Source: an optimization exercise on an open RTL-to-GDS flow (aim: small area and a short achievable clock period). Production flows keep margins and buffers that such runs may drop.
Only simulation tests tie the RTL to the original design; equivalence was not proved.
Power figures rest on the tool's default switching activity, not on a simulated workload.

==> design/flow/design.v <==
module pwroff_engine (
    input  wire        clk,
    input  wire        rst_n,         
    input  wire [31:0] base,
    input  wire [31:0] tick_rate,
    input  wire        trig_valid,
    input  wire [7:0]  trig_reason,
    output wire        ret_valid,
    output wire        ret_handled,
    input  wire        ret_ready,
    output wire        bus_valid,
    output wire        bus_write,
    output wire [31:0] bus_addr,
    output wire [7:0]  bus_wdata,
    input  wire        bus_ready,
    input  wire [7:0]  bus_rdata,
    output wire        slp_valid,
    output wire [6:0]  slp_units,
    input  wire        slp_ready,
    output wire        diag_valid,
    output wire [7:0]  diag_code,
    output wire [31:0] diag_data,
    input  wire        diag_ready,
    output wire [31:0] status
);
    localparam [3:0] S_IDLE         = 4'd0;
    localparam [3:0] S_CFG          = 4'd1;
    localparam [3:0] S_TX_POLL      = 4'd2;
    localparam [3:0] S_TX_WRITE     = 4'd3;
    localparam [3:0] S_RX_POLL      = 4'd4;
    localparam [3:0] S_RX_SLEEP     = 4'd5;
    localparam [3:0] S_RX_DATA      = 4'd6;
    localparam [3:0] S_DIAG_SHORT   = 4'd7;
    localparam [3:0] S_SETTLE_FLUSH = 4'd8;
    localparam [3:0] S_DIAG_CSUM    = 4'd9;
    localparam [3:0] S_DIAG_NAK     = 4'd10;
    localparam [3:0] S_POST_OK      = 4'd11;
    localparam [3:0] S_DIAG_EXH     = 4'd12;
    localparam [3:0] S_EXH_SLEEP    = 4'd13;
    localparam [3:0] S_RETURN       = 4'd14;
    localparam [3:0] S_DONE         = 4'd15;
    reg  [3:0]  st;
    reg         vbus, vslp, vdiag, vret;     
    reg         hnd;         
    reg         hs;          
    reg         lsr;         
    reg         flt;         
    reg         cfgd;        
    reg  [1:0]  cmd;
    reg  [1:0]  att;
    reg  [5:0]  res;         
    reg         fm;          
    reg  [5:0]  cnt;         
    reg  [3:0]  k;           
    reg  [7:0]  acc;
    reg  [31:0] R;
    reg  [29:0] A;
    wire s_idle   = (st == S_IDLE);
    wire s_cfg    = (st == S_CFG);
    wire s_txp    = (st == S_TX_POLL);
    wire s_txw    = (st == S_TX_WRITE);
    wire s_rxp    = (st == S_RX_POLL);
    wire s_rxd    = (st == S_RX_DATA);
    wire s_done   = (st == S_DONE);
    wire s_ret    = (st == S_RETURN);
    wire st_bus  = s_cfg || s_txp || s_txw || s_rxp || s_rxd;
    wire st_slp  = (st == S_RX_SLEEP) || (st == S_SETTLE_FLUSH) ||
                   (st == S_POST_OK) || (st == S_EXH_SLEEP);
    wire st_diag = (st == S_DIAG_SHORT) || (st == S_DIAG_CSUM) ||
                   (st == S_DIAG_NAK) || (st == S_DIAG_EXH);
    wire pend = vbus || vslp || vdiag || vret;
    wire fire = (vbus && bus_ready) || (vslp && slp_ready) ||
                (vdiag && diag_ready) || (vret && ret_ready);
    assign bus_valid   = vbus;
    assign slp_valid   = vslp;
    assign diag_valid  = vdiag;
    assign ret_valid   = vret;
    assign ret_handled = hnd;
    assign bus_write = st[0];                        
    assign bus_addr  = {A, 2'b00};
    assign bus_wdata = R[31:24];
    wire   u1   = !st[3];                            
    wire   u10  = st[3] && st[0];                    
    wire   u100 = st[3] && !st[0];                   
    assign slp_units = {u100, u100, 1'b0, u10, u100, u10, u1};
    assign diag_code = {5'd0, st[3] && st[2], st[3] && !st[2], st[1]};
    assign diag_data = R;
    wire [2:0] cfg_j = cnt[2:0] | {3{cfgd}};
    assign status = {flt, 6'd0, flt, 4'b0000, res, 2'b00, att, cmd, 1'b0, cfg_j, st};
    reg [2:0] idx;
    always @(*) begin
        if (s_cfg)
            case (cnt[2:0])
                3'd0: idx = 3'd3;        
                3'd1: idx = 3'd0;        
                3'd2: idx = 3'd1;        
                3'd3: idx = 3'd3;        
                3'd4: idx = 3'd1;        
                3'd5: idx = 3'd2;        
                default: idx = 3'd4;     
            endcase
        else if (s_txp || s_rxp)
            idx = 3'd5;                  
        else
            idx = 3'd0;                  
    end
    wire [3:0]  lo = {1'b0, base[4:2]} + {1'b0, idx};
    wire [26:0] hb = base[31:5];
    reg  [3:0]  pb;              
    always @(posedge clk)
        pb <= {&hb[23:0], &hb[17:0], &hb[11:0], &hb[5:0]};
    wire [26:0] hc;
    genvar n;
    generate
        for (n = 0; n < 27; n = n + 1) begin : g_hc
            localparam integer J = n / 6;        
            localparam integer S = J * 6;        
            wire in_blk, below;
            if (n == S) begin : g_first
                assign in_blk = 1'b1;
            end else begin : g_rest
                assign in_blk = &hb[n-1:S];
            end
            if (J == 0) begin : g_b0
                assign below = 1'b1;
            end else begin : g_bj
                assign below = pb[J-1];
            end
            assign hc[n] = lo[3] && below && in_blk;
        end
    endgenerate
    always @(posedge clk)
        A <= {hb ^ hc, lo[2:0]};
    wire       dividing = s_cfg && fm;
    wire [8:0] sum  = {1'b0, acc} + {1'b0, dividing ? 8'd181 : R[7:0]};   
    wire       ge   = sum[8];                                
    wire       tbit = tick_rate[5'd31 - cnt[4:0]];
    reg [7:0] txb;
    always @(*) begin
        if (fm)
            txb = 8'hFF;
        else
            case ({cmd, cnt[1:0]})
                4'b0000: txb = 8'h01;
                4'b0001: txb = 8'h35;
                4'b0010: txb = 8'h00;
                4'b0011: txb = 8'hCA;
                4'b0100: txb = 8'h00;
                4'b0101: txb = 8'h0C;
                4'b0110: txb = 8'hF4;
                4'b1000: txb = 8'h00;
                4'b1001: txb = 8'h06;
                default: txb = 8'hFA;
            endcase
    end
    reg [7:0] inb;
    always @(*) begin
        case (st)
            S_CFG:
                case (cnt[2:0])
                    3'd0: inb = 8'h83;
                    3'd1, 3'd2: inb = sum[7:0];
                    3'd3: inb = 8'h1B;
                    3'd5: inb = 8'h07;
                    default: inb = 8'h00;
                endcase
            S_TX_WRITE:   inb = txb;
            S_DIAG_SHORT: inb = !(k[1] || k[0]) ? {6'd0, cnt[1:0]} : 8'h00;
            S_DIAG_EXH:   inb = !(k[1] || k[0]) ? {6'd0, cmd} : 8'h00;
            S_DIAG_NAK:   inb = 8'h00;
            default:      inb = R[7:0];
        endcase
    end
    wire [7:0] ack1   = (cmd == 2'd0) ? 8'h35 : ((cmd == 2'd1) ? 8'h0C : 8'h06);
    wire       ack_ok = (R[7:0] == 8'h01) && (R[15:8] == ack1) && (R[23:16] == 8'h00);
    wire [5:0] cnt1   = cnt + 6'd1;
    wire       c39    = cnt[5] && cnt[2] && cnt[1] && cnt[0];     
    wire       c20    = cnt[4] && cnt[2];                         
    wire       clt4   = !(cnt[5] || cnt[4] || cnt[3] || cnt[2]);
    wire       k10    = k[3] && k[1];                             
    wire       last   = fm ? c39 : (cnt[1:0] == ((cmd == 2'd0) ? 2'd3 : 2'd2));
    wire       reason_ok = (trig_reason == 8'h01) || (trig_reason == 8'h02);
    wire       prep = !pend && !hs;
    reg [3:0] st_n;
    reg       go, flt_n, fm_n, cfgd_n, hnd_n, ret_nh;
    reg [1:0] cmd_n, att_n;
    reg [5:0] res_n;
    reg [5:0] cnt_n;
    reg [3:0] k_n;
    reg [7:0] acc_n;
    reg       r_top, r_sh, r_q;    
    reg       done, fail;
    always @(*) begin
        st_n   = st;
        go     = 1'b0;
        ret_nh = 1'b0;
        hnd_n  = hnd;
        flt_n  = flt;
        fm_n   = fm;
        cfgd_n = cfgd;
        cmd_n  = cmd;
        att_n  = att;
        res_n  = res;
        cnt_n  = cnt;
        k_n    = k;
        acc_n  = acc;
        r_top  = 1'b0;
        r_sh   = 1'b0;
        r_q    = 1'b0;
        done   = 1'b0;
        fail   = 1'b0;
        if ((s_idle || s_done) && trig_valid && !flt) begin
            if (!reason_ok) begin
                ret_nh = 1'b1;
                hnd_n  = 1'b0;
            end else if (s_done) begin
                flt_n = 1'b1;
            end else begin
                st_n = S_CFG;
                fm_n = 1'b1;
            end
        end
        if (s_idle)
            cnt_n = 6'd0;
        if (s_idle || (hs && (s_rxp || s_rxd)))
            acc_n = 8'd0;
        if (fire && vret)
            hnd_n = 1'b1;
        if (fire && s_ret)
            st_n = S_DONE;
        if (hs) begin
            case (st)
                S_CFG: begin
                    cnt_n = cnt1;
                    r_sh  = (cnt[2:0] == 3'd1);          
                    if (cnt[2:0] == 3'd6) begin
                        cfgd_n = 1'b1;
                        cmd_n  = 2'd0;
                        att_n  = 2'd1;
                        fm_n   = 1'b0;
                        cnt_n  = 6'd0;
                        st_n   = S_TX_POLL;
                    end
                end
                S_TX_POLL:
                    if (lsr) st_n = S_TX_WRITE;
                S_TX_WRITE: begin
                    cnt_n = cnt1;
                    if (!last) begin
                        st_n = S_TX_POLL;
                    end else if (fm) begin
                        st_n = S_SETTLE_FLUSH;
                    end else begin
                        cnt_n = 6'd0;
                        k_n   = 4'd1;
                        st_n  = S_RX_POLL;
                    end
                end
                S_RX_POLL:
                    if (lsr) st_n = S_RX_DATA;
                    else if (!k10) st_n = S_RX_SLEEP;
                    else done = 1'b1;
                S_RX_SLEEP: begin
                    k_n  = k + 4'd1;
                    st_n = S_RX_POLL;
                end
                S_RX_DATA: begin
                    cnt_n = cnt1;
                    k_n   = 4'd1;
                    st_n  = S_RX_POLL;
                    done  = c39;
                end
                S_DIAG_SHORT: begin
                    fm_n  = 1'b1;
                    cnt_n = 6'd0;
                    st_n  = S_TX_POLL;
                end
                S_SETTLE_FLUSH: begin
                    cnt_n = 6'd0;
                    k_n   = 4'd1;
                    st_n  = S_RX_POLL;
                end
                S_DIAG_CSUM: begin
                    k_n  = 4'd0;
                    st_n = S_DIAG_NAK;
                end
                S_DIAG_NAK:
                    fail = 1'b1;
                S_POST_OK, S_EXH_SLEEP: begin
                    case (cmd)
                        2'd0:    res_n[1:0] = {st[2], !st[2]};
                        2'd1:    res_n[3:2] = {st[2], !st[2]};
                        default: res_n[5:4] = {st[2], !st[2]};
                    endcase
                    if (cmd != 2'd2) begin
                        cmd_n = cmd + 2'd1;
                        att_n = 2'd1;
                        fm_n  = 1'b0;
                        cnt_n = 6'd0;
                        st_n  = S_TX_POLL;
                    end else begin
                        st_n = S_RETURN;
                    end
                end
                S_DIAG_EXH:
                    st_n = S_EXH_SLEEP;
                default: ;
            endcase
            if (done) begin
                k_n = 4'd0;
                if (fm) begin
                    fail = 1'b1;
                end else if (clt4) begin
                    st_n = S_DIAG_SHORT;
                end else begin
                    st_n  = S_DIAG_CSUM;
                end
            end
            if (fail) begin
                if (att != 2'd3) begin
                    att_n = att + 2'd1;
                    fm_n  = 1'b0;
                    cnt_n = 6'd0;
                    st_n  = S_TX_POLL;
                end else begin
                    st_n = S_DIAG_EXH;
                end
            end
        end else if (!pend) begin
            case (st)
                S_IDLE, S_DONE: ;
                S_CFG:
                    if (fm && !c20) begin
                        acc_n = {ge ? sum[6:0] : acc[6:0], tbit};
                        cnt_n = cnt1;
                        r_q   = 1'b1;
                    end else begin
                        if (fm || cnt[0])
                            acc_n = {7'd0, sum[8]};
                        if (fm) begin
                            fm_n  = 1'b0;
                            cnt_n = 6'd0;
                        end else begin
                            r_top = 1'b1;
                            go    = 1'b1;
                        end
                    end
                S_TX_WRITE: begin
                    r_top = 1'b1;
                    go    = 1'b1;
                end
                S_RX_DATA: begin
                    r_sh = clt4;
                    go   = 1'b1;
                end
                S_DIAG_SHORT, S_DIAG_NAK, S_DIAG_EXH: begin
                    r_sh = 1'b1;
                    k_n  = k + 4'd1;
                    go   = k[1] && k[0];             
                end
                S_DIAG_CSUM:
                    if (!k[2]) begin                 
                        r_sh  = 1'b1;
                        acc_n = sum[7:0];
                        k_n   = k + 4'd1;
                    end else if (acc != 8'h00) begin
                        go = 1'b1;
                    end else if (ack_ok) begin
                        st_n = S_POST_OK;
                    end else begin
                        k_n  = 4'd0;
                        st_n = S_DIAG_NAK;
                    end
                default:
                    go = 1'b1;
            endcase
        end
    end
    wire cap = vbus && bus_ready && s_rxd && clt4;
    always @(posedge clk) begin
        if (cap)
            R[31:24] <= bus_rdata;
        else if (r_top || r_sh)
            R[31:24] <= inb;
        if (r_sh)
            R[23:0] <= R[31:8];
        else if (r_q)
            R[15:0] <= {R[14:0], ge};
    end
    always @(posedge clk) begin
        lsr <= s_txp ? bus_rdata[5] : bus_rdata[0];
        fm  <= fm_n;
        k   <= k_n;
        acc <= acc_n;
        if (!rst_n) begin
            st    <= S_IDLE;
            vbus  <= 1'b0;
            vslp  <= 1'b0;
            vdiag <= 1'b0;
            vret  <= 1'b0;
            hnd   <= 1'b1;
            hs    <= 1'b0;
            flt   <= 1'b0;
            cfgd  <= 1'b0;
            cmd   <= 2'd0;
            att   <= 2'd0;
            res   <= 6'd0;
            cnt   <= 6'd0;
        end else begin
            st    <= st_n;
            vbus  <= vbus ? !bus_ready : (go && st_bus);
            vslp  <= vslp ? !slp_ready : (go && st_slp);
            vdiag <= vdiag ? !diag_ready : (go && st_diag);
            vret  <= vret ? !ret_ready : ((go && s_ret) || ret_nh);
            hnd   <= hnd_n;
            hs    <= fire;
            flt   <= flt_n;
            cfgd  <= cfgd_n;
            cmd   <= cmd_n;
            att   <= att_n;
            res   <= res_n;
            cnt   <= cnt_n;
        end
    end
endmodule
==> design/flow/flow/run.sh <==
#!/bin/bash
# The standard layout (standard.sh) with:
#  - the standard synthesis script, its ABC step given an area script;
#  - the synthesis buffers removed at floorplan;
#  - small port buffers;
#  - timing repair after CTS aiming past the clock period (setup margin).
set -euo pipefail
W=$PWD
{ head -n 1 synth_recipe.tcl; cat flow/abc_override.tcl; tail -n +2 synth_recipe.tcl; } > synth_area.tcl
export AREA_ABC_SCRIPT=$W/flow/area.abc
bash standard.sh \
  SYNTH_SCRIPT=$W/synth_area.tcl \
  REMOVE_ABC_BUFFERS=1 \
  "BUFFER_PORTS_ARGS=-buffer_cell sky130_fd_sc_hd__buf_1" \
  SETUP_SLACK_MARGIN=14.5 \
  finish > standard.log 2>&1
==> design/flow/flow/abc_override.tcl <==
# Map the logic with an area-oriented ABC script (flow/area.abc) in place of
# the speed script; every other argument (liberty, dont_use cells, delay
# target) is kept. The flip-flops are mapped before ABC runs, so they are the
# standard synthesis's.
proc abc {args} {
  set i [lsearch -exact $args -script]
  if { $i >= 0 } {
    set args [lreplace $args $i [expr {$i + 1}] -script $::env(AREA_ABC_SCRIPT)]
  }
  yosys abc {*}$args
}
==> design/flow/flow/area.abc <==
&get -n
&st
&dch
&nf -R 1000
&put
==> design/flow/standard.sh <==
#!/bin/bash
# synth_recipe.tcl (not shown) runs the flow's synth.tcl, then flattens the netlist and writes it again
# the make line also repeats each setting of config.mk as NAME=value (left out here)
make -C /OpenROAD-flow-scripts/flow DESIGN_CONFIG=/design/flow/config.mk WORK_HOME=/design/flow/orfs CLKGATE_MAP_FILE= SYNTH_SCRIPT=/design/flow/synth_recipe.tcl "${@:-finish}"
==> design/flow/config.mk <==
export PLATFORM = sky130hd
export DESIGN_NAME = pwroff_engine
export DESIGN_NICKNAME = pwroff_engine
export VERILOG_FILES = /design/flow/design.v
export SDC_FILE = /design/flow/constraint.sdc
export NUM_CORES = 4
export LEC_CHECK = 0
export CAP_MARGIN = 20
export CORE_MARGIN = 2
export CORE_UTILIZATION = 40
export SLEW_MARGIN = 20
==> design/flow/constraint.sdc <==
create_clock -name core_clock -period 20.0 [get_ports {clk}]
set_input_delay 4.0000 -clock core_clock [delete_from_list [all_inputs] [get_ports {clk}]]
set_output_delay 4.0000 -clock core_clock [all_outputs]
set_load 0.01 [all_outputs]
==> results.tsv, run 1 <==
stage	metric	value	unit
status	status	no timing/DRC/antenna violations	
clocking	CTS tree	built	
clocking	number of post-CTS setup repair buffers	0	
sta	Slew Limit Fails	0	
floorplanning	chip width	131	um
setup_path	Top delay family on crit path	buffers and inverters	
setup_path	largest stage delay on the critical path	0.47	ns
yosys	ranking of synthesized cells by area	dfxtp_1 (22%), edfxtp_1 (17%), a21oi_1 (6.6%)	
placement	Placed Instances	1111	
setup_path	Req. time, crit path	16.00	ns
cells_and_area	Fill cells	1651	
sta	setup_tns	0	ns
setup_path	critical-path cell list	clkinv_1 -> nand2_2 -> clkinv_1 -> buf_1	
floorplanning	core footprint	0.0158	sq mm
placement	post-detail-place hpwl	15200	um
grt	vias in the first global route	5489	
cells_and_area	layout cells sized above 1	4.39	%
grt	global routing usage on met2	36.1	%
grt	M1 GR Usage	31.4	%
drt	ANT nets after route	0	
sta	final setup vio count	0	
sta	Least-Margin Pin Slew	1.11	ns
setup_path	Crit. End Element	primary output	
clocking	CTS clock-pin slew for the worst setup and hold paths	0.07	ns
setup_path	Critical Path Fanout Max	18	
cells_and_area	Multi-input gate area	0.00362	sq mm
setup_path	CP dominant cell by count	clkinv_1	
setup_path	Worst path slowest cell	dfxtp_4	
grt	global route total overflow	0	
setup_path	Worst Path Buf+Inv	3	
drt	1st-iter DRT viols	565	
yosys	Syn Area/Cell	8.90	sq um
clocking	CTS root buffer	clkbuf_16	
setup_path	CP Launch Type	flip-flop	
grt	pin count of the biggest net entering global routing	35	
power_and_ir_drop	maximum VDD drop	0.0000361	V
floorplanning	row count	46	
clocking	number of CTS-inserted buffers	9	
yosys	Synth Instances	721	
cells_and_area	Reg area	0.00253	sq mm
power_and_ir_drop	Cell Pwr Density	62.4	mW/mm^2
floorplanning	initial cell density of the core	40.7	%
yosys	Ys Warns	1	
drt	Avg WL per Cell	17.8	um
yosys	Post-synth ARST share	0	%
clocking	TritonCTS Sinks	108	
clocking	CTS max path bufs	2	
floorplanning	Die Y-Extent	131	um
grt	initial antenna violation count	0	
yosys	sequential share of the synthesized area	39.3	%
cells_and_area	Final Non-Filler Cells	1127	
clocking	H-tree depth	3	
floorplanning	I/O pin count	212	
sta	Clock Skews	0.00936	ns
sta	crit path time final	5.49	ns
sta	unrepaired setup endpoints after global routing	true	
drt	Routed Wire Length	20000	um
cells_and_area	nets	1023	
grt	first-pass GRT wire length	29800	um
sta	headroom to the max-slew limit	26.0	%
yosys	number of synthesized flops with an enable pin	36	
yosys	dominant cell type by area after synthesis	dfxtp_1	
placement	GP Congestion	0.923	
sta	Achievable Freq	182	MHz
power_and_ir_drop	leakage	2.76	nW
yosys	Top FF cell, synth	dfxtp_1	
drt	Vias/cell	5.48	
cells_and_area	n_diodes	0	
sta	Final period util	27.5	%
cells_and_area	most common cell after layout, fill and taps aside	buf_1	
min_path	Hold Crit Class	reg2reg	
yosys	Post-Syn Area	0.00642	sq mm
yosys	Seq cells post-synth	108	
cells_and_area	most frequent cells in the layout	buf_1 (187), a21oi_1 (84), nand2_1 (74), dfxtp_1 (68), o21ai_0 (64)	
setup_path	Setup CP Type	reg2out	
yosys	Synth top area share	22.5	%
power_and_ir_drop	Tot Pwr	0.000471	W
yosys	Synth cell types	59	
placement	I/O Buffers	188	
cells_and_area	P&R area growth vs syn	17.6	%
drt	DR vias	6172	
setup_path	Worst Path Arrival	1.49	ns
floorplanning	die area	0.0171	sq mm
grt	All-Layer GR Usage	22.8	%
sta	final hold vios	0	
clocking	hold-fix buffers at CTS	0	
grt	met3 Use GR	3.42	%
drt	DRC Markers	0	
job	Max-Cap Viols	0	
grt	GR peak layer	met2	
drt	drt pass-1 iters	5	
clocking	clk latency of the worst-skew pair	0.36	ns
==> metrics by stage <==
stage               utilization [%]  cell area (sq um)  worst slack, ns  hold slack [ns]
global placement               45.8               7220            14.19            0.473
floorplan                         -               6200            14.56            0.451
finish                         47.9               7550            14.51            0.488
CTS                            47.6               7510            14.45            0.498
global route                   47.9               7550            14.41            0.513
detailed placement             45.8               7220            14.16            0.480
==> cell families (layout without fill, tap and decap cells) <==
logic type | count (synthesis) | after routing | synth area share [%]
compound gates | 216 | 216 | 19.5
xor+xnor | 29 | 29 | 3.96
fa+ha+maj | 30 | 30 | 6.08
buf+inv | 63 | 233 | 5.97
flops | 108 | 108 | 39.3
mux | 26 | 26 | 5.89
other cells | 1 | 21 | 0.0584
simple gates | 248 | 248 | 19.2
==> where the power goes <==
part / internal (W) / switching, W
combinational: 0.0000191 / 0.0000345
clock: 0.0000878 / 0.0000907
sequential: 0.000232 / 0.00000690
total: 0.000339 / 0.000132
==> layer usage <==
metal | vias up | routed length, um
met2 | 213 | 9490
li1 | 2987 | -
met4 | 0 | 506
met5 | - | 0
met3 | 33 | 984
met1 | 2939 | 9030
==> area by class of cell <==
cell class | count | area share (%)
multi-input cells | 570 | 48.0
flip-flops and latches | 108 | 33.5
repair buffers | 193 | 9.86
well taps | 216 | 3.58
clock buffers | 9 | 2.98
inverters | 24 | 1.19
clock inverters | 7 | 0.862
==> synth_stat cells (3+ instances only) <==
library cell,number
nand4_1,6
ha_1,28
and2_0,14
or2_0,3
mux2i_1,4
a21oi_1,85
nand2b_1,10
mux4_2,8
buf_4,39
nor4_1,11
edfxtp_1,36
nor3_1,17
o22ai_1,16
a211oi_1,3
and4_1,4
dfxtp_1,72
a21o_1,8
nor2_1,45
xor2_1,17
xnor2_1,12
o21ai_0,65
nor2b_1,15
and3_1,13
nand2_1,76
o31ai_1,6
a31oi_1,6
clkinv_1,24
mux2_1,14
or3_1,5
nand3_1,20
==> final timing paths <==
path / startpoint / end / slack (ns) / cells past startpoint
worst max-delay path: st[2] / diag_code[1] / 14.51 / 4
worst min-delay path: hnd / hnd / 0.49 / 2
worst max register to register: st[1] / acc[0] / 15.19 / 18
worst min register to register: hnd / hnd / 0.49 / 2
==> state kept, by name (all words and copies together) (netlist names), 4 cells and up <==
| signal | count |
|---|---|
| k | 4 |
| pb | 4 |
| st | 4 |
| cnt | 6 |
| A | 30 |
| R | 32 |
| res | 6 |
| acc | 8 |
==> worst reg2reg max path: stages, from the launching register on <==
cell      delay [ns]
dfxtp_1         0.66
nand2b_1        0.35
nor3_1          0.08
buf_4           0.20
nand2_1         0.28
nand2b_1        0.10
ha_1            0.23
fa_1            0.44
nand3_1         0.09
nand2_1         0.10
a21o_1          0.19
a21o_1          0.19
a21o_1          0.17
a21oi_1         0.86
o21ai_0         0.20
o21ai_0         0.14
o22ai_1         0.11
a21oi_1         0.16
o22ai_1         0.10
==> timing repair <==
action | 4_1_cts | 5_1_grt
pin swaps | 0 | 1
resized for setup | 4 | 6
setup endpoints to repair | 6 | 7
endpoints found under the hold margin | 0 | 0
cloned | 0 | 0
==> run 2, diff against run 1 <==
--- a/design/flow/flow/run.sh
+++ b/design/flow/flow/run.sh
@@ -13,4 +13,5 @@
   REMOVE_ABC_BUFFERS=1 \
   "BUFFER_PORTS_ARGS=-buffer_cell sky130_fd_sc_hd__buf_1" \
   SETUP_SLACK_MARGIN=14.5 \
+  CTS_BUF_LIST=sky130_fd_sc_hd__clkbuf_8 \
   finish > standard.log 2>&1
==> run 2 against run 1 <==
  * Utilization fell by 0.52 points
  * Combinational power increased by 1%
  * Largest cell class unchanged
  * Synthesized cell count stayed put
  * Synthesized area unchanged
  * Global-route usage fell by 0.17 points
  * Register-to-register slack improved by 0.03 ns
  * Critical path depth stayed put
  * Critical path type unchanged
  * Design area shrank 1.1%
  * Count of clock-buffer cells in the layout did not move
  * Non-clock buffer count grew 4
==> results.tsv, run 2 <==
stage	metric	value	unit
grt	initial antenna violation count	0	
setup_path	largest stage delay on the critical path	0.41	ns
grt	vias in the first global route	5470	
cells_and_area	Regs by FF count	R: 32 flops, A: 30 flops, acc: 8 flops	
floorplanning	I/O pin count	212	
yosys	Post-synth ARST share	0	%
grt	first-pass GRT wire length	29600	um
drt	DRC Markers	0	
sta	Slew Limit Fails	0	
placement	post-detail-place hpwl	15200	um
yosys	count leader, synth	a21oi_1	
sta	final setup vio count	0	
yosys	Synth Area in Simple Gates	19.2	%
clocking	TritonCTS Sinks	108	
yosys	Seq cells post-synth	108	
sta	final hold vios	0	
sta	setup_tns	0	ns
clocking	CTS root buffer	clkbuf_8	
drt	drt pass-1 iters	6	
yosys	top post-synthesis cells by count	a21oi_1 (85), nand2_1 (76), dfxtp_1 (72)	
setup_path	Crit. End Element	primary output	
drt	1st-iter DRT viols	528	
clocking	CTS clock-pin slew for the worst setup and hold paths	0.10	ns
yosys	main combinational cell family by area after synthesis	compound AO/OA/AOI/OAI gates	
clocking	CTS max path bufs	2	
drt	ANT nets after route	0	
floorplanning	chip width	131	um
setup_path	Worst R2R Start	st[1]	
cells_and_area	nets	1027	
cells_and_area	Final Non-Filler Cells	1132	
cells_and_area	fin area	0.00747	sq mm
status	status	no timing/DRC/antenna violations	
cells_and_area	P&R area growth vs syn	16.4	%
floorplanning	Die Y-Extent	131	um
setup_path	Worst Path Arrival	1.41	ns
cells_and_area	most frequent cells in the layout	buf_1 (187), a21oi_1 (85), nand2_1 (74), dfxtp_1 (68), o21ai_0 (64)	
floorplanning	row count	46	
yosys	xor and xnor area share after synthesis	3.96	%
clocking	clk latency of the worst-skew pair	0.40	ns
placement	I/O Buffers	188	
yosys	Synth Instances	721	
setup_path	Worst path slowest cell	dfxtp_4	
yosys	Post-Syn Area	0.00642	sq mm
yosys	Syn Area/Cell	8.90	sq um
yosys	Synth cell types	59	
clocking	number of CTS-inserted buffers	9	
cells_and_area	most common cell after layout, fill and taps aside	buf_1	
sta	Final period util	27.0	%
floorplanning	die area	0.0171	sq mm
yosys	ranking of synthesized cells by area	dfxtp_1 (22%), edfxtp_1 (17%), a21oi_1 (6.6%)	
power_and_ir_drop	maximum VDD drop	0.0000315	V
yosys	Top FF cell, synth	dfxtp_1	
cells_and_area	layout cells sized above 1	4.70	%
placement	GP Congestion	0.923	
yosys	multiplexer area fraction after synthesis	5.89	%
drt	DR vias	6126	
clocking	H-tree depth	3	
sta	Least-Margin Pin Slew	1.09	ns
yosys	Synth top area share	22.5	%
yosys	Synth Area in Compound Gates	19.5	%
grt	pin count of the biggest net entering global routing	35	
cells_and_area	Biggest register	R	
drt	Vias/cell	5.41	
floorplanning	core footprint	0.0158	sq mm
sta	headroom to the max-slew limit	27.3	%
yosys	Synth Area in Adders	6.08	%
yosys	dominant cell type by area after synthesis	dfxtp_1	
sta	Fin Hold WS	0.493	ns
grt	All-Layer GR Usage	22.6	%
placement	dpl cell area	0.00722	sq mm
min_path	Hold Crit Class	reg2reg	
floorplanning	initial cell density of the core	40.7	%
drt	Routed Wire Length	19800	um
grt	global route total overflow	0	
sta	unrepaired setup endpoints after global routing	false	
yosys	Ys Warns	1	
min_path	Hold Startpoint	hnd	
placement	Placed Instances	1111	
yosys	number of synthesized flops with an enable pin	36	
setup_path	CP dominant cell by count	clkinv_1	
setup_path	Setup CP Type	reg2out	
power_and_ir_drop	Cell Pwr Density	57.0	mW/mm^2
setup_path	Req. time, crit path	16.00	ns
drt	Avg WL per Cell	17.5	um
cells_and_area	Largest register FFs	32	
setup_path	critical-path cell list	clkinv_1 -> nand2_2 -> clkinv_1 -> buf_1	
sta	crit path time final	5.41	ns
setup_path	Crit. Startpoint	st[2]	
clocking	CTS tree	built	
setup_path	Critical Path Fanout Max	9	
sta	Achievable Freq	185	MHz
job	Max-Cap Viols	0	
setup_path	CP Launch Type	flip-flop	
power_and_ir_drop	leakage	2.73	nW
yosys	sequential share of the synthesized area	39.3	%
sta	Clock Skews	0.0162	ns
run 2: cell counts after synthesis:
Identical to the previous run, type by type.
run 2: critical path: cells and delay by family (launching register included):
family                 cells  cell delay (ns)
buffers and inverters      3             0.43
DFF                        1             0.41
and+or+nand+nor            1             0.17
run 2: report_power, final:
part	leakage (nW)	switching, W	internal, W
registers	0.922	0.00000646	0.000232
logic	1.71	0.0000347	0.0000195
clock network	0.0996	0.0000849	0.0000485
total	2.73	0.000126	0.000300
run 2: final timing paths:
kind	end	slack (ns)	cells past startpoint
worst max-delay path	diag_code[1]	14.59	4
worst min-delay path	hnd	0.49	2
worst max register to register	acc[0]	15.22	18
worst min register to register	hnd	0.49	2
run 2: cell type report:
class,instances,area [sq um]
Antenna cell,1,2.50
Clock buffer,9,124
Clock inverter,7,65.1
Fill cell,1661,8300
Inverter,24,90.1
Multi-Input combinational cell,570,3610
Sequential cell,108,2530
Tap cell,216,270
Timing Repair Buffer,197,774
run 2: cell families (layout without fill, tap and decap cells):
logic type,count (synthesis),after routing
AOI/OAI and AO/OA,216,216
xor gates and xnor gates,29,29
adders and majority gates,30,30
buffers and inverters,63,237
DFF,108,108
muxes,26,26
other,1,22
and+or+nand+nor,248,248
run 2: timing repair:
action,4_1_cts,5_1_grt
buffers inserted,0,4
resized for setup,5,4
endpoints found under the hold margin,0,0
setup endpoints to repair,7,7
hold buffers,0,0
run 2: stage by stage:
| stage | setup slack, ns | total power, W | utilization (%) |
|---|---|---|---|
| 6_report | 14.59 | 0.000426 | 47.3 |
| 5_1_grt | 14.49 | 0.000444 | 47.3 |
| 4_1_cts | 14.40 | 0.000429 | 47.0 |
| 3_5_place_dp | 14.16 | 0.000296 | 45.8 |
| 3_3_place_gp | 14.19 | 0.000296 | 45.8 |
| 2_1_floorplan | 14.56 | 0.000272 | - |
run 2: metal layers:
metal,GRT usage [%],wire length (um),vias to the layer above
li1,-,-,3000
met1,31.3,9010,2897
met2,36.3,9530,203
met3,3.42,912,26
met4,7.70,397,0
met5,0,0,-
==> run 3, diff against run 2 <==
--- a/design/flow/design.v
+++ b/design/flow/design.v
@@ -41,7 +41,6 @@
     localparam [3:0] S_DONE         = 4'd15;
     reg  [3:0]  st;
     reg         vbus, vslp, vdiag, vret;     
-    reg         hnd;         
     reg         hs;          
     reg         lsr;         
     reg         flt;         
@@ -75,7 +74,7 @@
     assign slp_valid   = vslp;
     assign diag_valid  = vdiag;
     assign ret_valid   = vret;
-    assign ret_handled = hnd;
+    assign ret_handled = st[3] && !st[0];          
     assign bus_write = st[0];                        
     assign bus_addr  = {A, 2'b00};
     assign bus_wdata = R[31:24];
@@ -134,7 +133,9 @@
     wire       dividing = s_cfg && fm;
     wire [8:0] sum  = {1'b0, acc} + {1'b0, dividing ? 8'd181 : R[7:0]};   
     wire       ge   = sum[8];                                
-    wire       tbit = tick_rate[5'd31 - cnt[4:0]];
+    wire [15:0] xh = tick_rate[31:16];
+    wire [3:0]  xl = tick_rate[15:12];
+    wire       tbit = cnt[4] ? xl[~cnt[1:0]] : xh[~cnt[3:0]];
     reg [7:0] txb;
     always @(*) begin
         if (fm)
@@ -177,12 +178,12 @@
     wire       c39    = cnt[5] && cnt[2] && cnt[1] && cnt[0];     
     wire       c20    = cnt[4] && cnt[2];                         
     wire       clt4   = !(cnt[5] || cnt[4] || cnt[3] || cnt[2]);
-    wire       k10    = k[3] && k[1];                             
+    wire       k10    = k[3] && k[0];                             
     wire       last   = fm ? c39 : (cnt[1:0] == ((cmd == 2'd0) ? 2'd3 : 2'd2));
     wire       reason_ok = (trig_reason == 8'h01) || (trig_reason == 8'h02);
     wire       prep = !pend && !hs;
     reg [3:0] st_n;
-    reg       go, flt_n, fm_n, cfgd_n, hnd_n, ret_nh;
+    reg       go, flt_n, fm_n, cfgd_n, ret_nh;
     reg [1:0] cmd_n, att_n;
     reg [5:0] res_n;
     reg [5:0] cnt_n;
@@ -194,7 +195,6 @@
         st_n   = st;
         go     = 1'b0;
         ret_nh = 1'b0;
-        hnd_n  = hnd;
         flt_n  = flt;
         fm_n   = fm;
         cfgd_n = cfgd;
@@ -212,7 +212,6 @@
         if ((s_idle || s_done) && trig_valid && !flt) begin
             if (!reason_ok) begin
                 ret_nh = 1'b1;
-                hnd_n  = 1'b0;
             end else if (s_done) begin
                 flt_n = 1'b1;
             end else begin
@@ -224,8 +223,6 @@
             cnt_n = 6'd0;
         if (s_idle || (hs && (s_rxp || s_rxd)))
             acc_n = 8'd0;
-        if (fire && vret)
-            hnd_n = 1'b1;
         if (fire && s_ret)
             st_n = S_DONE;
         if (hs) begin
@@ -252,7 +249,7 @@
                         st_n = S_SETTLE_FLUSH;
                     end else begin
                         cnt_n = 6'd0;
-                        k_n   = 4'd1;
+                        k_n   = 4'd0;
                         st_n  = S_RX_POLL;
                     end
                 end
@@ -266,7 +263,7 @@
                 end
                 S_RX_DATA: begin
                     cnt_n = cnt1;
-                    k_n   = 4'd1;
+                    k_n   = 4'd0;
                     st_n  = S_RX_POLL;
                     done  = c39;
                 end
@@ -277,7 +274,7 @@
                 end
                 S_SETTLE_FLUSH: begin
                     cnt_n = 6'd0;
-                    k_n   = 4'd1;
+                    k_n   = 4'd0;
                     st_n  = S_RX_POLL;
                 end
                 S_DIAG_CSUM: begin
@@ -389,6 +386,8 @@
     end
     always @(posedge clk) begin
         lsr <= s_txp ? bus_rdata[5] : bus_rdata[0];
+        hs  <= fire;
+        cnt[5:3] <= cnt_n[5:3];
         fm  <= fm_n;
         k   <= k_n;
         acc <= acc_n;
@@ -398,28 +397,24 @@
             vslp  <= 1'b0;
             vdiag <= 1'b0;
             vret  <= 1'b0;
-            hnd   <= 1'b1;
-            hs    <= 1'b0;
             flt   <= 1'b0;
             cfgd  <= 1'b0;
             cmd   <= 2'd0;
             att   <= 2'd0;
             res   <= 6'd0;
-            cnt   <= 6'd0;
+            cnt[2:0] <= 3'd0;         
         end else begin
             st    <= st_n;
             vbus  <= vbus ? !bus_ready : (go && st_bus);
             vslp  <= vslp ? !slp_ready : (go && st_slp);
             vdiag <= vdiag ? !diag_ready : (go && st_diag);
             vret  <= vret ? !ret_ready : ((go && s_ret) || ret_nh);
-            hnd   <= hnd_n;
-            hs    <= fire;
             flt   <= flt_n;
             cfgd  <= cfgd_n;
             cmd   <= cmd_n;
             att   <= att_n;
             res   <= res_n;
-            cnt   <= cnt_n;
+            cnt[2:0] <= cnt_n[2:0];
         end
     end
 endmodule
==> run 3 against run 2 <==
  * Still clean on timing, DRC and antenna
  * Sequential power increased by 3%
  * Hold slack worse by 0.047 ns
  * Synthesized area is 2.7% lower
  * Power up 8.4%
  * Combinational power rose by 38%
  * Non-clock buffer count fell by 13
  * Register-to-register slack improved by 0.41 ns
  * Synthesized cell count down 2.8%
  * Critical endpoint is now diag_code[2]
  * Largest power group unchanged
==> results.tsv, run 3 <==
stage	metric	value	unit
status	status	no timing/DRC/antenna violations	
cells_and_area	Largest register FFs	32	
sta	setup_tns	0	ns
drt	1st-iter DRT viols	505	
drt	drt pass-1 iters	5	
sta	unrepaired setup endpoints after global routing	false	
yosys	Seq cells post-synth	107	
cells_and_area	layout cells sized above 1	4.76	%
setup_path	Top delay family on crit path	buffers and inverters	
floorplanning	chip width	129	um
floorplanning	I/O pin count	212	
setup_path	Worst path slowest cell	dfxtp_4	
cells_and_area	Fill cells	1561	
cells_and_area	nets	994	
yosys	dominant cell type by area after synthesis	dfxtp_1	
sta	final hold vios	0	
sta	Slew Limit Fails	0	
clocking	H-tree depth	3	
drt	ANT nets after route	0	
grt	vias in the first global route	5403	
clocking	CTS max path bufs	2	
cells_and_area	P&R area growth vs syn	15.8	%
placement	GP Congestion	0.953	
cells_and_area	Multi-input gate area	0.00345	sq mm
setup_path	Crit. Startpoint	st[2]	
min_path	Hold Startpoint	res[5]	
placement	I/O Buffers	176	
yosys	Synth cell types	56	
clocking	number of CTS-inserted buffers	9	
cells_and_area	Core Util, Final	47.5	%
yosys	Post-Syn Area	0.00624	sq mm
clocking	CTS tree	built	
placement	post-detail-place hpwl	13600	um
sta	final setup vio count	0	
setup_path	Worst Path Buf+Inv	3	
yosys	sequential share of the synthesized area	40.1	%
setup_path	Worst Path Arrival	1.39	ns
sta	Final period util	27.0	%
setup_path	Req. time, crit path	16.00	ns
power_and_ir_drop	Cell Pwr Density	63.9	mW/mm^2
clocking	CTS root buffer	clkbuf_8	
setup_path	CP Launch Type	flip-flop	
cells_and_area	Biggest register	R	
setup_path	Setup CP Type	reg2out	
power_and_ir_drop	maximum VDD drop	0.0000642	V
cells_and_area	Reg area	0.00251	sq mm
sta	Clock Skews	0.0152	ns
yosys	number of synthesized flops with an enable pin	36	
clocking	clk latency of the worst-skew pair	0.40	ns
floorplanning	row count	45	
sta	Achievable Freq	185	MHz
floorplanning	core footprint	0.0152	sq mm
setup_path	Critical Path Fanout Max	8	
sta	Fin Hold WS	0.446	ns
grt	first-pass GRT wire length	28500	um
power_and_ir_drop	leakage	2.67	nW
cells_and_area	Regs by FF count	R: 32 flops, A: 30 flops, acc: 8 flops	
clocking	TritonCTS Sinks	107	
yosys	Top FF cell, synth	dfxtp_1	
yosys	ranking of synthesized cells by area	dfxtp_1 (23%), edfxtp_1 (17%), ha_1 (5.6%)	
sta	Least-Margin Pin Slew	0.986	ns
clocking	CTS clock-pin slew for the worst setup and hold paths	0.10	ns
floorplanning	Die Y-Extent	129	um
yosys	Ys Warns	1	
job	Max-Cap Viols	0	
yosys	top post-synthesis cells by count	nand2_1 (82), dfxtp_1 (71), a21oi_1 (63)	
drt	DR vias	5809	
setup_path	Worst R2R Start	st[1]	
yosys	Post-synth ARST share	0	%
drt	Routed Wire Length	18000	um
drt	DRC Markers	0	
cells_and_area	most common cell after layout, fill and taps aside	buf_1	
power_and_ir_drop	Tot Pwr	0.000462	W
floorplanning	die area	0.0166	sq mm
grt	pin count of the biggest net entering global routing	30	
sta	crit path time final	5.39	ns
yosys	Synth Instances	701	
setup_path	critical-path cell list	buf_4 -> nand2_1 -> clkinv_1 -> buf_1	
min_path	Hold Crit Class	reg2reg	
drt	Vias/cell	5.43	
grt	initial antenna violation count	1	
grt	All-Layer GR Usage	21.9	%
setup_path	Crit. End Element	primary output	
cells_and_area	most frequent cells in the layout	buf_1 (176), nand2_1 (80), dfxtp_1 (65), a21oi_1 (62), nor2_1 (55)	
drt	Avg WL per Cell	16.8	um
yosys	Syn Area/Cell	8.90	sq um
clocking	hold-fix buffers at CTS	0	
floorplanning	initial cell density of the core	41.0	%
grt	global route total overflow	0	
yosys	Synth top area share	22.8	%
sta	headroom to the max-slew limit	34.3	%
yosys	count leader, synth	nand2_1	
setup_path	largest stage delay on the critical path	0.38	ns
cells_and_area	n_diodes	0	
run 3: worst reg2reg max path, stage by stage, from the launching register on:
cell	delay, ns
dfxtp_1	0.71
nand2b_1	0.35
nor3_1	0.08
buf_4	0.21
nand2_1	0.28
nand2b_1	0.10
ha_1	0.22
fa_1	0.44
nand3_1	0.09
nand2_1	0.08
a21o_1	0.18
a21o_1	0.19
a21o_1	0.19
a21oi_2	0.51
o21ai_0	0.19
nand3_1	0.12
o21ai_0	0.08
a21oi_1	0.13
o22ai_1	0.09
run 3: layout make-up:
| cell class | count | area share (%) |
|---|---|---|
| sequential | 107 | 34.8 |
| tap | 188 | 3.26 |
| multi-input combinational | 548 | 47.8 |
| clock buffer | 9 | 1.71 |
| clock inverter | 7 | 1.06 |
| inverter | 27 | 1.40 |
| timing repair buffer | 184 | 9.94 |
run 3: worst paths after layout:
check                                     to  slack (ns)  depth (start not counted)
worst min register to register        res[5]        0.45                          2
worst min-delay path                  res[5]        0.45                          2
worst max-delay path            diag_code[2]       14.61                          4
worst max register to register        acc[0]       15.63                         18
run 3: what timing repair did:
action                                 in CTS  in global routing
endpoints found under the hold margin       0                  0
setup endpoints to repair                  10                 11
buffers inserted                            0                  3
pin swaps                                   0                  2
gates resized for setup                     6                  9
run 3: cells by family after synthesis:
kind of cell,count (synthesis),share of synthesized area (%)
mux,23,4.97
simple gates,247,18.9
fa+ha+maj,30,6.26
other cells,1,0.0601
buf+inv,66,6.32
xor+xnor,31,4.35
compound gates,196,19.1
flops,107,40.1
run 3: metal layers:
metal / up-vias / share of wire, % / track usage [%]
met3: 27 / 8.0 / 5.49
met2: 254 / 46 / 35.3
met4: 0 / 1.7 / 6.01
met1: 2667 / 44 / 29.3
li1: 2861 / - / -
met5: - / 0 / 0
run 3: report_power, final:
| group | total, W | internal, W | switching [W] | leakage [nW] |
|---|---|---|---|---|
| Sequential | 0.000245 | 0.000234 | 0.0000111 | 0.912 |
| Clock | 0.000142 | 0.0000592 | 0.0000827 | 0.103 |
| Combinational | 0.0000748 | 0.0000271 | 0.0000478 | 1.65 |
run 3: per-stage QoR:
stage               cell area (sq um)  instances  worst slack [ns]
finish                           7220       1070             14.61
global route                     7220       1070             14.46
CTS                              7170       1066             14.33
detailed placement               6950       1050             14.02
global placement                 6950       1050             14.01
floorplan                        6020        682             14.35
==> run 4, diff against run 3 <==
--- a/design/flow/flow/run.sh
+++ b/design/flow/flow/run.sh
@@ -12,6 +12,7 @@
   SYNTH_SCRIPT=$W/synth_area.tcl \
   REMOVE_ABC_BUFFERS=1 \
   "BUFFER_PORTS_ARGS=-buffer_cell sky130_fd_sc_hd__buf_1" \
-  SETUP_SLACK_MARGIN=14.5 \
+  SETUP_SLACK_MARGIN=14.8 \
+  SKIP_REPAIR_TIE_FANOUT=1 \
   CTS_BUF_LIST=sky130_fd_sc_hd__clkbuf_8 \
   finish > standard.log 2>&1
==> run 4 against run 3 <==
  * Still clean
  * Via count is 1.4% higher
  * Synthesized cell count unchanged
  * Die area stayed put
  * Critical endpoint is now st[0]
==> results.tsv, run 4 <==
stage	metric	value	unit
job	Max-Cap Viols	0	
min_path	WHS Endpoint	res[1]	
clocking	CTS tree	built	
drt	Routed Wire Length	18200	um
floorplanning	core footprint	0.0152	sq mm
yosys	Post-Syn Area	0.00624	sq mm
grt	vias in the first global route	5545	
grt	met3 Use GR	6.07	%
setup_path	Reg2Reg Depth	16	
floorplanning	initial cell density of the core	41.0	%
setup_path	CP Launch Type	primary input	
sta	Achievable Freq	188	MHz
floorplanning	Die Y-Extent	129	um
sta	Clock Skews	0.0105	ns
grt	GR peak layer	met2	
setup_path	R2R setup slack	15.83	ns
grt	All-Layer GR Usage	22.0	%
drt	Avg WL per Cell	17.1	um
status	status	no timing/DRC/antenna violations	
setup_path	Critical Path Fanout Max	3	
power_and_ir_drop	maximum VDD drop	0.0000470	V
sta	setup_tns	0	ns
yosys	top post-synthesis cells by count	nand2_1 (82), dfxtp_1 (71), a21oi_1 (63)	
sta	final setup vio count	0	
cells_and_area	nets	987	
clocking	CTS max path bufs	2	
setup_path	FF-to-FF End	acc[2]	
setup_path	Setup CP Type	in2reg	
clocking	hold-fix buffers at CTS	0	
setup_path	critical-path cell list	buf_1 -> or4_1 -> a211oi_2 -> nor2b_4 -> a311o_1 -> o32a_1 -> nor3_1 -> a21oi_1 -> o21a_1	
grt	initial antenna violation count	0	
yosys	Seq cells post-synth	107	
setup_path	Crit. Startpoint	trig_reason[6]	
placement	I/O Buffers	176	
power_and_ir_drop	Cell Pwr Density	61.6	mW/mm^2
yosys	dominant cell type by area after synthesis	dfxtp_1	
power_and_ir_drop	leakage	2.74	nW
sta	unrepaired setup endpoints after global routing	true	
cells_and_area	most common cell after layout, fill and taps aside	buf_1	
cells_and_area	n_diodes	0	
placement	GP Congestion	0.932	
sta	Final period util	26.6	%
sta	headroom to the max-slew limit	28.0	%
min_path	hold path cells	2	
clocking	TritonCTS Sinks	107	
floorplanning	die area	0.0166	sq mm
grt	M1 GR Usage	29.0	%
drt	ANT nets after route	0	
sta	crit path time final	5.33	ns
sta	Slew Limit Fails	0	
clocking	number of CTS-inserted buffers	9	
yosys	Syn Area/Cell	8.90	sq um
clocking	CTS root buffer	clkbuf_8	
yosys	ranking of synthesized cells by area	dfxtp_1 (23%), edfxtp_1 (17%), ha_1 (5.6%)	
clocking	H-tree depth	3	
clocking	CTS clock-pin slew for the worst setup and hold paths	0.11	ns
yosys	Synth Instances	701	
cells_and_area	Largest register FFs	32	
floorplanning	I/O pin count	212	
yosys	Synth cell types	56	
sta	Fin Hold WS	0.453	ns
yosys	number of synthesized flops with an enable pin	36	
sta	Least-Margin Pin Slew	1.08	ns
cells_and_area	layout cells sized above 1	9.14	%
drt	drt pass-1 iters	5	
cells_and_area	P&R area growth vs syn	18.8	%
min_path	Hold Crit Class	reg2reg	
cells_and_area	most frequent cells in the layout	buf_1 (167), nand2_1 (79), dfxtp_1 (62), a21oi_1 (61), nor2_1 (55)	
min_path	Hold Startpoint	res[1]	
yosys	Top FF cell, synth	dfxtp_1	
setup_path	Worst R2R Start	st[0]	
yosys	sequential share of the synthesized area	40.1	%
setup_path	largest stage delay on the critical path	0.53	ns
cells_and_area	Regs by FF count	R: 32 flops, A: 30 flops, acc: 8 flops	
setup_path	Crit. End Element	flip-flop	
setup_path	Worst Path Arrival	5.67	ns
grt	global routing usage on met2	35.6	%
floorplanning	row count	45	
yosys	Synth top area share	22.8	%
clocking	clk latency of the worst-skew pair	0.40	ns
grt	first-pass GRT wire length	28700	um
cells_and_area	Biggest register	R	
grt	global route total overflow	0	
drt	1st-iter DRT viols	494	
placement	post-detail-place hpwl	13600	um
setup_path	Worst path slowest cell	or4_1	
yosys	Ys Warns	1	
drt	DRC Markers	0	
drt	Vias/cell	5.54	
setup_path	Req. time, crit path	20.34	ns
yosys	Post-synth ARST share	0	%
grt	pin count of the biggest net entering global routing	30	
drt	DR vias	5890	
floorplanning	chip width	129	um
sta	final hold vios	0	
yosys	count leader, synth	nand2_1	
-- run 4: cells by family after synthesis --
kind of cell             count (synthesis)  share of synthesized area [%]
XOR/XNOR                                31                           4.35
other                                    1                         0.0601
AND/OR/NAND/NOR                        247                           18.9
buffers and inverters                   66                           6.32
flip-flops                             107                           40.1
adder cells (fa/ha/maj)                 30                           6.26
multiplexers                            23                           4.97
AO/OA/AOI/OAI                          196                           19.1
-- run 4: repair_timing --
action / in CTS / in global routing
pin swaps: 6 / 4
buffers inserted: 7 / 11
gates resized for setup: 39 / 25
endpoints found under the hold margin: 0 / 0
setup endpoints to repair: 34 / 21
gates cloned: 0 / 0
-- run 4: metrics by stage --
stage	utilization (%)	worst slack (ns)	power (W)	cell area, sq um	instances
5_1_grt	48.8	14.58	0.000481	7420	1063
6_report	48.8	14.67	0.000457	7420	1063
2_1_floorplan	-	14.35	0.000293	5950	662
3_3_place_gp	45.2	14.03	0.000323	6880	1029
4_1_cts	47.5	14.70	0.000458	7220	1052
3_5_place_dp	45.2	14.05	0.000323	6880	1029
-- run 4: worst max path at each step --
stage	endpoint	depth (start not counted)	slack, ns
2_1_floorplan	st[0]	8	14.35
4_1_cts	diag_code[1]	4	14.70
3_3_place_gp	st[0]	9	14.03
3_5_place_dp	st[0]	9	14.05
5_1_grt	st[0]	9	14.58
6_report	st[0]	9	14.67
-- run 4: worst max-delay path, delay by kind of cell --
family,cells,cell delay [ns]
AOI/OAI and AO/OA,5,0.83
and+or+nand+nor,3,0.78
buffers and inverters,1,0.06
-- run 4: layer usage --
layer,up-vias,routed length (um)
li1,2870,-
met1,2797,8250
met2,202,8420
met3,21,1160
met4,0,352
met5,-,0
-- run 4: layout make-up --
type	instances	area, sq um
Tap cell	188	235
Timing Repair Buffer	197	900
Inverter	27	115
Clock inverter	6	56.3
Multi-Input combinational cell	528	3440
Clock buffer	10	138
Sequential cell	107	2530
Fill cell	1504	7790
-- run 4: where the power goes --
| group | switching (W) | internal [W] |
|---|---|---|
| logic | 0.0000488 | 0.0000294 |
| clock network | 0.0000825 | 0.0000514 |
| registers | 0.0000114 | 0.000233 |
| total | 0.000143 | 0.000314 |
==> run 5, diff against run 4 <==
--- a/design/flow/flow/run.sh
+++ b/design/flow/flow/run.sh
@@ -12,7 +12,8 @@
   SYNTH_SCRIPT=$W/synth_area.tcl \
   REMOVE_ABC_BUFFERS=1 \
   "BUFFER_PORTS_ARGS=-buffer_cell sky130_fd_sc_hd__buf_1" \
-  SETUP_SLACK_MARGIN=14.8 \
+  SETUP_SLACK_MARGIN=14.7 \
+  MATCH_CELL_FOOTPRINT=0 \
   SKIP_REPAIR_TIE_FANOUT=1 \
   CTS_BUF_LIST=sky130_fd_sc_hd__clkbuf_8 \
   finish > standard.log 2>&1
==> run 5 against run 4 <==
  * Sequential share of layout area rose by 0.75 points
  * Critical path type unchanged
  * Sequential power barely moved
  * First-iteration DRC count rose by 10%
  * Clock power barely moved
  * Final cell count fell by 1.0%
  * Design area fell by 2.3%
  * Clock skew rose by 0.00075 ns
  * Maximum frequency fell by 0.29%
  * Utilization fell by 1.1 points
  * Die area did not move
==> results.tsv, run 5 <==
stage	metric	value	unit
status	status	no timing/DRC/antenna violations	
yosys	sequential share of the synthesized area	40.1	%
setup_path	Worst R2R Start	st[1]	
sta	Clock Skews	0.0113	ns
setup_path	Top delay family on crit path	compound AO/OA/AOI/OAI gates	
min_path	Hold Startpoint	res[1]	
clocking	CTS root buffer	clkbuf_8	
yosys	top post-synthesis cells by count	nand2_1 (82), dfxtp_1 (71), a21oi_1 (63)	
cells_and_area	P&R area growth vs syn	16.1	%
cells_and_area	Regs by FF count	R: 32 flops, A: 30 flops, acc: 8 flops	
drt	drt pass-1 iters	5	
yosys	dominant cell type by area after synthesis	dfxtp_1	
setup_path	Worst Path Buf+Inv	1	
yosys	Synth top area share	22.8	%
setup_path	Req. time, crit path	20.34	ns
clocking	clk latency of the worst-skew pair	0.40	ns
drt	Vias/cell	5.60	
sta	headroom to the max-slew limit	32.6	%
sta	crit path time final	5.34	ns
cells_and_area	most common cell after layout, fill and taps aside	buf_1	
setup_path	Critical Path Fanout Max	3	
floorplanning	initial cell density of the core	41.0	%
sta	setup_tns	0	ns
grt	global route total overflow	0	
clocking	CTS max path bufs	2	
yosys	Ys Warns	1	
setup_path	Crit. Startpoint	trig_reason[5]	
clocking	number of CTS-inserted buffers	9	
placement	GP Congestion	0.932	
cells_and_area	Largest register FFs	32	
cells_and_area	Biggest register	R	
sta	final setup vio count	0	
cells_and_area	nets	976	
yosys	Post-Syn Area	0.00624	sq mm
yosys	Seq cells post-synth	107	
grt	pin count of the biggest net entering global routing	30	
clocking	CTS tree	built	
power_and_ir_drop	leakage	2.65	nW
setup_path	critical-path cell list	buf_1 -> or4_1 -> a211oi_2 -> nor2b_4 -> a311o_1 -> o32a_1 -> nor3_1 -> a21oi_1 -> o21a_1	
drt	1st-iter DRT viols	545	
sta	Final period util	26.7	%
power_and_ir_drop	Tot Pwr	0.000454	W
sta	Slew Limit Fails	0	
sta	Least-Margin Pin Slew	1.01	ns
drt	Routed Wire Length	18000	um
sta	Achievable Freq	187	MHz
power_and_ir_drop	maximum VDD drop	0.0000464	V
drt	ANT nets after route	0	
yosys	Synth cell types	56	
job	Max-Cap Viols	0	
yosys	Synth Instances	701	
placement	post-detail-place hpwl	13600	um
min_path	Hold Crit Class	reg2reg	
drt	DRC Markers	0	
yosys	number of synthesized flops with an enable pin	36	
yosys	Top FF cell, synth	dfxtp_1	
drt	DR vias	5889	
setup_path	Worst path slowest cell	or4_1	
sta	unrepaired setup endpoints after global routing	true	
floorplanning	chip width	129	um
setup_path	Worst Path Arrival	5.69	ns
power_and_ir_drop	Cell Pwr Density	62.6	mW/mm^2
clocking	TritonCTS Sinks	107	
grt	vias in the first global route	5546	
setup_path	largest stage delay on the critical path	0.53	ns
clocking	CTS clock-pin slew for the worst setup and hold paths	0.11	ns
cells_and_area	n_diodes	0	
floorplanning	row count	45	
floorplanning	Die Y-Extent	129	um
sta	final hold vios	0	
setup_path	Setup CP Type	in2reg	
grt	initial antenna violation count	0	
drt	Avg WL per Cell	17.1	um
cells_and_area	most frequent cells in the layout	buf_1 (170), nand2_1 (79), dfxtp_1 (64), a21oi_1 (61), nor2_1 (55)	
placement	I/O Buffers	176	
yosys	Syn Area/Cell	8.90	sq um
yosys	ranking of synthesized cells by area	dfxtp_1 (23%), edfxtp_1 (17%), ha_1 (5.6%)	
floorplanning	die area	0.0166	sq mm
floorplanning	core footprint	0.0152	sq mm
setup_path	CP Launch Type	primary input	
yosys	count leader, synth	nand2_1	
floorplanning	I/O pin count	212	
clocking	H-tree depth	3	
yosys	Post-synth ARST share	0	%
setup_path	Crit. End Element	flip-flop	
cells_and_area	layout cells sized above 1	7.06	%
grt	All-Layer GR Usage	22.0	%
grt	first-pass GRT wire length	28700	um
## run 5: kinds of logic after synthesis
| family | count (synthesis) | synth area share (%) |
|---|---|---|
| buf+inv | 66 | 6.32 |
| simple gates | 247 | 18.9 |
| mux | 23 | 4.97 |
| compound gates | 196 | 19.1 |
| flops | 107 | 40.1 |
| fa+ha+maj | 30 | 6.26 |
| xor+xnor | 31 | 4.35 |
| other cells | 1 | 0.0601 |
## run 5: final timing paths
check	end	slack (ns)	depth (start not counted)
setup reg to reg	acc[0]	15.78	18
hold / removal	res[1]	0.45	2
hold reg to reg	res[1]	0.45	2
setup / recovery	st[0]	14.66	9
## run 5: what timing repair did
action | CTS | global route
resized for setup | 21 | 20
hold buffers | 0 | 0
setup buffers | 7 | 0
endpoints found under the setup margin | 20 | 24
pin swaps | 3 | 1
## run 5: per-stage QoR
| step | hold slack (ns) | cells | worst slack [ns] | utilization [%] | cell area [sq um] |
|---|---|---|---|---|---|
| 6_report | 0.453 | 1052 | 14.66 | 47.6 | 7240 |
| 5_1_grt | 0.480 | 1052 | 14.56 | 47.6 | 7240 |
| 4_1_cts | 0.457 | 1052 | 14.63 | 47.2 | 7170 |
| 3_5_place_dp | 0.437 | 1029 | 14.05 | 45.2 | 6880 |
| 3_3_place_gp | 0.432 | 1029 | 14.03 | 45.2 | 6880 |
| 2_1_floorplan | 0.461 | 662 | 14.35 | - | 5950 |
## run 5: tightest hold or removal path: cells and delay by family, from the launching register on
family / cells / cell delay (ns)
AO/OA/AOI/OAI: 1 / 0.04
buffers and inverters: 1 / 0.04
flip-flops: 1 / 0.33
## run 5: layer usage
metal | vias to the layer above | wire (um) | share of wire [%] | GRT usage, %
met1 | 2776 | 8100 | 45 | 29.1
met2 | 231 | 8260 | 46 | 35.5
li1 | 2854 | - | - | -
met4 | 0 | 378 | 2.1 | 6.33
met5 | - | 0 | 0 | 0
met3 | 28 | 1230 | 6.8 | 6.07
## run 5: where the power goes
part	internal (W)	total (W)	leakage (nW)	switching (W)
Combinational	0.0000274	0.0000753	1.64	0.0000479
Clock	0.0000514	0.000134	0.0969	0.0000822
Sequential	0.000233	0.000245	0.914	0.0000114
Total	0.000312	0.000454	2.65	0.000142
## run 5: layout make-up
class                      instances  area [sq um]
multi-input combinational        528          3430
inverter                          27           105
tap                              188           235
sequential                       107          2530
fill                            1530          7960
timing repair buffer             186           756
clock inverter                     6          56.3
clock buffer                      10           138
==> run 6, diff against run 5 <==
--- a/design/flow/flow/run.sh
+++ b/design/flow/flow/run.sh
@@ -12,7 +12,7 @@
   SYNTH_SCRIPT=$W/synth_area.tcl \
   REMOVE_ABC_BUFFERS=1 \
   "BUFFER_PORTS_ARGS=-buffer_cell sky130_fd_sc_hd__buf_1" \
-  SETUP_SLACK_MARGIN=14.7 \
+  SETUP_SLACK_MARGIN=14.4 \
   MATCH_CELL_FOOTPRINT=0 \
   SKIP_REPAIR_TIE_FANOUT=1 \
   CTS_BUF_LIST=sky130_fd_sc_hd__clkbuf_8 \
==> run 6 against run 5 <==
  * Still clean
  * Synthesized cell count is the same
  * Non-clock buffer count shrank 7
  * Hold slack worse by 0.00066 ns
  * Critical path type is now reg2out
==> results.tsv, run 6 <==
stage	metric	value	unit
status	status	no timing/DRC/antenna violations	
sta	Clock Skews	0.00969	ns
min_path	Hold Crit Class	reg2reg	
clocking	number of post-CTS setup repair buffers	0	
grt	All-Layer GR Usage	21.9	%
cells_and_area	Regs by FF count	R: 32 flops, A: 30 flops, acc: 8 flops	
yosys	top post-synthesis cells by count	nand2_1 (82), dfxtp_1 (71), a21oi_1 (63)	
clocking	hold-fix buffers at CTS	0	
sta	final setup vio count	0	
floorplanning	die area	0.0166	sq mm
yosys	ranking of synthesized cells by area	dfxtp_1 (23%), edfxtp_1 (17%), ha_1 (5.6%)	
min_path	hold path cells	2	
placement	GP Congestion	0.932	
yosys	Synth top area share	22.8	%
yosys	Syn Area/Cell	8.90	sq um
grt	initial antenna violation count	0	
yosys	Synth Instances	701	
job	Max-Cap Viols	0	
drt	Vias/cell	5.55	
grt	global route total overflow	0	
yosys	Top FF cell, synth	dfxtp_1	
power_and_ir_drop	Cell Pwr Density	63.7	mW/mm^2
sta	Least-Margin Pin Slew	1.01	ns
placement	post-detail-place hpwl	13600	um
cells_and_area	most common cell after layout, fill and taps aside	buf_1	
yosys	Seq cells post-synth	107	
floorplanning	Die Y-Extent	129	um
sta	final hold vios	0	
grt	vias in the first global route	5519	
cells_and_area	most frequent cells in the layout	buf_1 (176), nand2_1 (81), dfxtp_1 (67), a21oi_1 (62), nor2_1 (56)	
clocking	number of CTS-inserted buffers	9	
yosys	Post-synth ARST share	0	%
clocking	clk latency of the worst-skew pair	0.39	ns
setup_path	Req. time, crit path	16.00	ns
yosys	count leader, synth	nand2_1	
yosys	Post-Syn Area	0.00624	sq mm
sta	Achievable Freq	181	MHz
floorplanning	row count	45	
yosys	dominant cell type by area after synthesis	dfxtp_1	
cells_and_area	P&R area growth vs syn	13.8	%
sta	Final period util	27.6	%
grt	first-pass GRT wire length	28500	um
floorplanning	chip width	129	um
setup_path	CP Launch Type	flip-flop	
floorplanning	initial cell density of the core	41.0	%
drt	ANT nets after route	0	
power_and_ir_drop	maximum VDD drop	0.0000468	V
clocking	TritonCTS Sinks	107	
cells_and_area	nets	969	
floorplanning	core footprint	0.0152	sq mm
cells_and_area	Largest register FFs	32	
cells_and_area	Fill cells	1544	
power_and_ir_drop	leakage	2.57	nW
drt	DRC Markers	0	
drt	Routed Wire Length	17800	um
cells_and_area	n_diodes	0	
setup_path	Setup CP Type	reg2out	
drt	DR vias	5799	
sta	setup_tns	0	ns
sta	Slew Limit Fails	0	
yosys	sequential share of the synthesized area	40.1	%
drt	drt pass-1 iters	6	
floorplanning	I/O pin count	212	
yosys	Ys Warns	1	
sta	unrepaired setup endpoints after global routing	true	
clocking	CTS max path bufs	2	
sta	headroom to the max-slew limit	32.5	%
clocking	H-tree depth	3	
clocking	CTS tree	built	
placement	I/O Buffers	176	
drt	1st-iter DRT viols	517	
sta	crit path time final	5.52	ns
sta	Fin Hold WS	0.453	ns
cells_and_area	layout cells sized above 1	4.08	%
setup_path	Critical Path Fanout Max	18	
setup_path	Crit. End Element	primary output	
setup_path	Reg2Reg Depth	17	
yosys	Synth cell types	56	
yosys	number of synthesized flops with an enable pin	36	
setup_path	Worst Path Arrival	1.52	ns
clocking	CTS root buffer	clkbuf_8	
clocking	CTS clock-pin slew for the worst setup and hold paths	0.11	ns
drt	Avg WL per Cell	17.0	um
cells_and_area	Biggest register	R	
grt	pin count of the biggest net entering global routing	30	
-- run 6: timing repair --
item,CTS,global route
resized for setup,4,5
gates cloned,0,0
setup endpoints to repair,6,4
-- run 6: cell families (layout without fill, tap and decap cells) --
logic type,after synthesis,count (layout),share of synthesized area [%]
adder cells (fa/ha/maj),30,30,6.26
AO/OA/AOI/OAI,196,196,19.1
flip-flops,107,107,40.1
multiplexers,23,23,4.97
AND/OR/NAND/NOR,247,247,18.9
other,1,1,0.0601
buffers and inverters,66,222,6.32
XOR/XNOR,31,31,4.35
-- run 6: cell type report --
type	instances	area, sq um	area share [%]
Sequential cell	107	2510	35.4
Tap cell	188	235	3.31
Clock buffer	10	138	1.94
Multi-Input combinational cell	528	3370	47.5
Inverter	27	101	1.43
Timing Repair Buffer	179	683	9.62
Clock inverter	6	56.3	0.793
-- run 6: worst max-delay path, stage by stage, from the launching register on --
cell and delay [ns]:
dfxtp_4 0.47, clkinv_1 0.18, nand2_2 0.15, clkinv_1 0.16, buf_1 0.16
-- run 6: routing by layer --
| layer | part of all wire, % | track usage (%) | vias to the layer above |
|---|---|---|---|
| met3 | 6.8 | 6.11 | 25 |
| met4 | 1.9 | 6.27 | 0 |
| li1 | - | - | 2843 |
| met1 | 45 | 28.8 | 2714 |
| met2 | 46 | 35.3 | 217 |
| met5 | 0 | 0 | - |
-- run 6: path summary, 6_finish.rpt --
kind / slack (ns) / end / start
setup / recovery: 14.48 / diag_code[1] / st[2]
hold / removal: 0.45 / res[1] / res[1]
setup reg to reg: 15.58 / acc[2] / st[1]
hold reg to reg: 0.45 / res[1] / res[1]
-- run 6: report_power, final --
| part | switching, W | total (W) | internal (W) | leakage, nW |
|---|---|---|---|---|
| Sequential | 0.0000122 | 0.000246 | 0.000234 | 0.911 |
| Clock | 0.0000818 | 0.000133 | 0.0000514 | 0.0969 |
| Combinational | 0.0000463 | 0.0000728 | 0.0000265 | 1.56 |
-- run 6: per-stage QoR --
step	utilization (%)	setup WS, ns	std cells	area, sq um	power [W]
2_1_floorplan	-	14.35	662	5950	0.000293
3_3_place_gp	45.2	14.03	1029	6880	0.000323
3_5_place_dp	45.2	14.05	1029	6880	0.000323
4_1_cts	46.6	14.40	1045	7080	0.000456
5_1_grt	46.7	14.39	1045	7100	0.000476
6_report	46.7	14.48	1045	7100	0.000452

[port drivers added, routing unchanged]
The results above use ideal ports. As a check the final layouts listed here were re-extracted and re-timed, cells and wires unchanged. Step 1: set_driving_cell puts a clkbuf_16 on clk and a buf_2 on each other input, an assumption about the parent block. Step 2 moves the port delays by t, midway between the first and last clock arrival at a register: inputs arrive t later, outputs are due t later. That takes back most of the time a late clock gives input paths. Slacks: no drivers / after step 1 / after step 2; pairs: no drivers / after step 1.
run	shift t [ns]	setup WS [ns]	worst hold slack (ns)
run 1	0.406	14.508 / 14.460 / 14.237	0.488 / 0.488 / 0.488
run 2	0.427	14.593 / 14.556 / 14.228	0.493 / 0.493 / 0.493
run 3	0.429	14.605 / 14.568 / 14.191	0.446 / 0.446 / 0.446
run 4	0.428	14.674 / 14.687 / 14.258	0.453 / 0.453 / 0.453
run 5	0.428	14.659 / 14.674 / 14.246	0.453 / 0.453 / 0.453
run 6	0.428	14.477 / 14.438 / 14.144	0.453 / 0.453 / 0.453
After both steps every run listed still meets setup and hold. For run 4, which loses most, drivers alone change the setup slack by +0.013 ns; drivers and shift together by -0.416 ns.
